Background: an optimization exercise with open tools, aiming at small area. Do not read the settings as production practice.
Function was checked by simulation only, so behaviour that the tests miss may differ from the original.

==> flow/design.v (excerpt) <==
module sp8_core (
    input  wire        clk,
    input  wire        rst,
    output reg  [15:0] bus_addr,
    output wire [7:0]  bus_wdata,
    output wire        mem_we,
    output wire        disp_we,
    output wire        io_we,
    input  wire [7:0]  mem_rdata,
    output wire        retire,
    output reg  [2:0]  cost,
    output wire        halted,
    output wire        faulted,
    output wire [7:0]  fault_op,
    output wire [15:0] pc,
    output wire [7:0]  sp,
    output wire [7:0]  a,
    output wire [7:0]  x,
    output wire [7:0]  y,
    output wire [7:0]  p
);
    localparam [4:0] S_V0  = 5'b00_000, S_V   = 5'b00_001,
                     S_ST2 = 5'b00_010, S_ST3 = 5'b00_011,
                     S_SH1 = 5'b00_100, S_SH  = 5'b00_101,
                     S_SF1 = 5'b00_110, S_SF  = 5'b00_111,
                     S_DSTA = 5'b01_000, S_DSEC = 5'b01_001, S_DNONE = 5'b01_010,
                     S_STZ = 5'b10_000, S_LDZ = 5'b10_001, S_BNE = 5'b10_010, S_INC = 5'b10_011,
                     S_LDI = 5'b10_100, S_ADC = 5'b10_101, S_CMP = 5'b10_110, S_SBC = 5'b10_111;
    reg [2:0]  ph;
    reg [4:0]  st;
    reg        rp;
    reg [7:0]  t, ar;
    reg [15:0] pcr;
    reg        cp;
    reg        fc, fz, fv, fn;
    wire [1:0] q  = ph[1:0];
    wire       q0 = (q == 2'd0);
    wire       q3 = (q == 2'd3);
    wire       p0 = (ph == 3'd0);
    wire       p7 = (ph == 3'd7);
    wire g0 = (st[4:3] == 2'b00);
    wire g2 = (st[4:3] == 2'b10);
    wire g3 = (st[4:3] == 2'b11);
    assign sp = 8'hFF;
    assign x  = 8'h00;
    assign y  = 8'h00;
    assign p  = {fn, fv, 1'b1, 1'b0, 1'b0, 1'b0, fz, fc};
    assign a  = ar;
    assign pc = pcr;
  ...
Size in the first run: roughly 300 cells after synthesis, roughly 46 flip-flops, about 2500 sq um of cells after synthesis.
clock: 5.0 ns
lec_check: 0
cap_margin: 20
core_margin: 2
core_utilization: 40
place_density: 0.6
slew_margin: 20
standard.sh (not shown) runs the stock make flow with config.mk's settings and CLKGATE_MAP_FILE= SYNTH_SCRIPT=/design/flow/synth_recipe.tcl, a recipe that flattens the netlist after the stock synthesis.
==> flow/flow/run.sh <==
#!/bin/bash
# Own layout flow: the standard layout (standard.sh) with two changes:
#  - synthesis maps the logic with an area-oriented ABC script (flow/abc_area.script),
#  - the port buffers that placement inserts on every input and output are buf_1 cells.
# Everything else (floorplan, power grid, taps, placement, CTS, routing) is the standard flow.
set -euo pipefail
here=$(pwd)
sed "s#SYNTH_SCRIPT=[^ ]*#SYNTH_SCRIPT=$here/flow/my_synth.tcl#" standard.sh > my_standard.sh
grep -q "SYNTH_SCRIPT=$here/flow/my_synth.tcl" my_standard.sh
export MY_ABC_SCRIPT=$here/flow/abc_area.script
export BUFFER_PORTS_ARGS="-buffer_cell sky130_fd_sc_hd__buf_1"
export SKIP_REPAIR_TIE_FANOUT=1
export CTS_ARGS="-sink_clustering_enable -repair_clock_nets -dont_use_dummy_load"
bash my_standard.sh > "$here/flow_make.log" 2>&1 || { tail -50 "$here/flow_make.log"; exit 1; }
tail -5 "$here/flow_make.log"
==> flow/flow/abc_area.script <==
strash
balance
rewrite
refactor
balance
rewrite
rewrite -z
balance
refactor -z
rewrite -z
balance
balance
rewrite
refactor
balance
rewrite
rewrite -z
balance
refactor -z
rewrite -z
balance
&get -n
&deepsyn -J 1000 -T 3000
&put
dch -f
amap
topo
==> flow/flow/my_synth.tcl <==
# The standard flow's synthesis (synth_recipe.tcl) with one change: ABC maps the logic with
# the area-oriented script in flow/abc_area.script instead of ORFS's speed script.
proc synth {args} { yosys synth -nofsm -noshare {*}$args }
proc abc {args} {
  set i [lsearch -exact $args -script]
  if { $i >= 0 } { lset args [expr { $i + 1 }] $::env(MY_ABC_SCRIPT) }
  yosys abc {*}$args
}
source $::env(SCRIPTS_DIR)/synth.tcl
# left out here: clear keep_hierarchy, flatten, clean up, hide names made inside functions, write 1_2_yosys.v
The baseline produced a clean layout.
Change:
--- a/flow/flow/run.sh
+++ b/flow/flow/run.sh
@@ -2 +2 @@
-# Own layout flow: the standard layout (standard.sh) with two changes:
+# Own layout flow: the standard layout (standard.sh) with these changes:
@@ -4,2 +4,3 @@
-#  - the port buffers that placement inserts on every input and output are buf_1 cells.
-# Everything else (floorplan, power grid, taps, placement, CTS, routing) is the standard flow.
+#  - constant outputs share one tie cell per value (no tie fanout repair),
+#  - CTS inserts no dummy load cells.
+# Everything else (floorplan, power grid, taps, port buffers, placement, routing) is the standard flow.
@@ -11 +11,0 @@
-export BUFFER_PORTS_ARGS="-buffer_cell sky130_fd_sc_hd__buf_1"
The changed run completed with no timing, DRC or antenna violations; global-route usage came out higher by 2.1 points; clock-buffer cell count stays the same; sequential cell count is unchanged; via count climbs by a few percent; cell area increases by about a fifth; core utilization rose by 8.3 points.
Change:
==> flow/run.sh (new file) <==
#!/bin/bash
# synth_recipe.tcl (not shown) runs the flow's synth.tcl, then flattens the netlist and writes it again
# the make line also repeats each setting of config.mk as NAME=value (left out here)
make -C /OpenROAD-flow-scripts/flow DESIGN_CONFIG=/design/flow/config.mk WORK_HOME=/design/flow/orfs CLKGATE_MAP_FILE= SYNTH_SCRIPT=/design/flow/synth_recipe.tcl finish
removed: flow/flow/run.sh
removed: flow/flow/abc_area.script
removed: flow/flow/my_synth.tcl
removed: flow/standard.sh
=> The new run ran to the end with no violations. Wire length climbs by about 5.6%. Sequential share of layout area went down by 3.3 points. Cell count is higher by about 13%. First-iteration DRC count fell by about 45%. Setup slack gets worse by 0.027 ns. Clock skew came out lower by 0.011 ns. Maximum frequency drops by 0.58%. Non-clock buffer count is lower by 1. Final area is higher by 11%. Die area rose by 13%.

-- afterwards: timing with drivers on the ports --
How much do the figures lean on ideal ports? The routed layouts below were timed once more, with nothing changed but the port constraints. Step 1: set_driving_cell puts a clkbuf_16 on clk and a buf_2 on each other input, an assumption about the parent block. Step 2, shift: input delay + t, output delay - t, t = (earliest + latest rising clock arrival at the registers) / 2. This alone moves slack from input paths to output paths. Slacks: ideal / step 1 / step 2; pairs: ideal / step 1.
run	shift t [ns]	setup WS [ns]	worst setup path after step 2	clock arrival spread, ns	worst slew at a driven data input, ns
the first run	0.323	0.608 / 0.578 / 0.678	input to output	0.019 / 0.019	0.03
the second run	0.312	0.359 / 0.332 / 0.332	input to output	0.020 / 0.020	0.04
the third run	0.330	0.331 / 0.308 / 0.308	input to output	0.008 / 0.008	0.03
After both steps setup and hold are still met in every run listed. The setup slack of the second run, which loses most, moves by -0.027 ns with the drivers and by -0.027 ns with both steps.
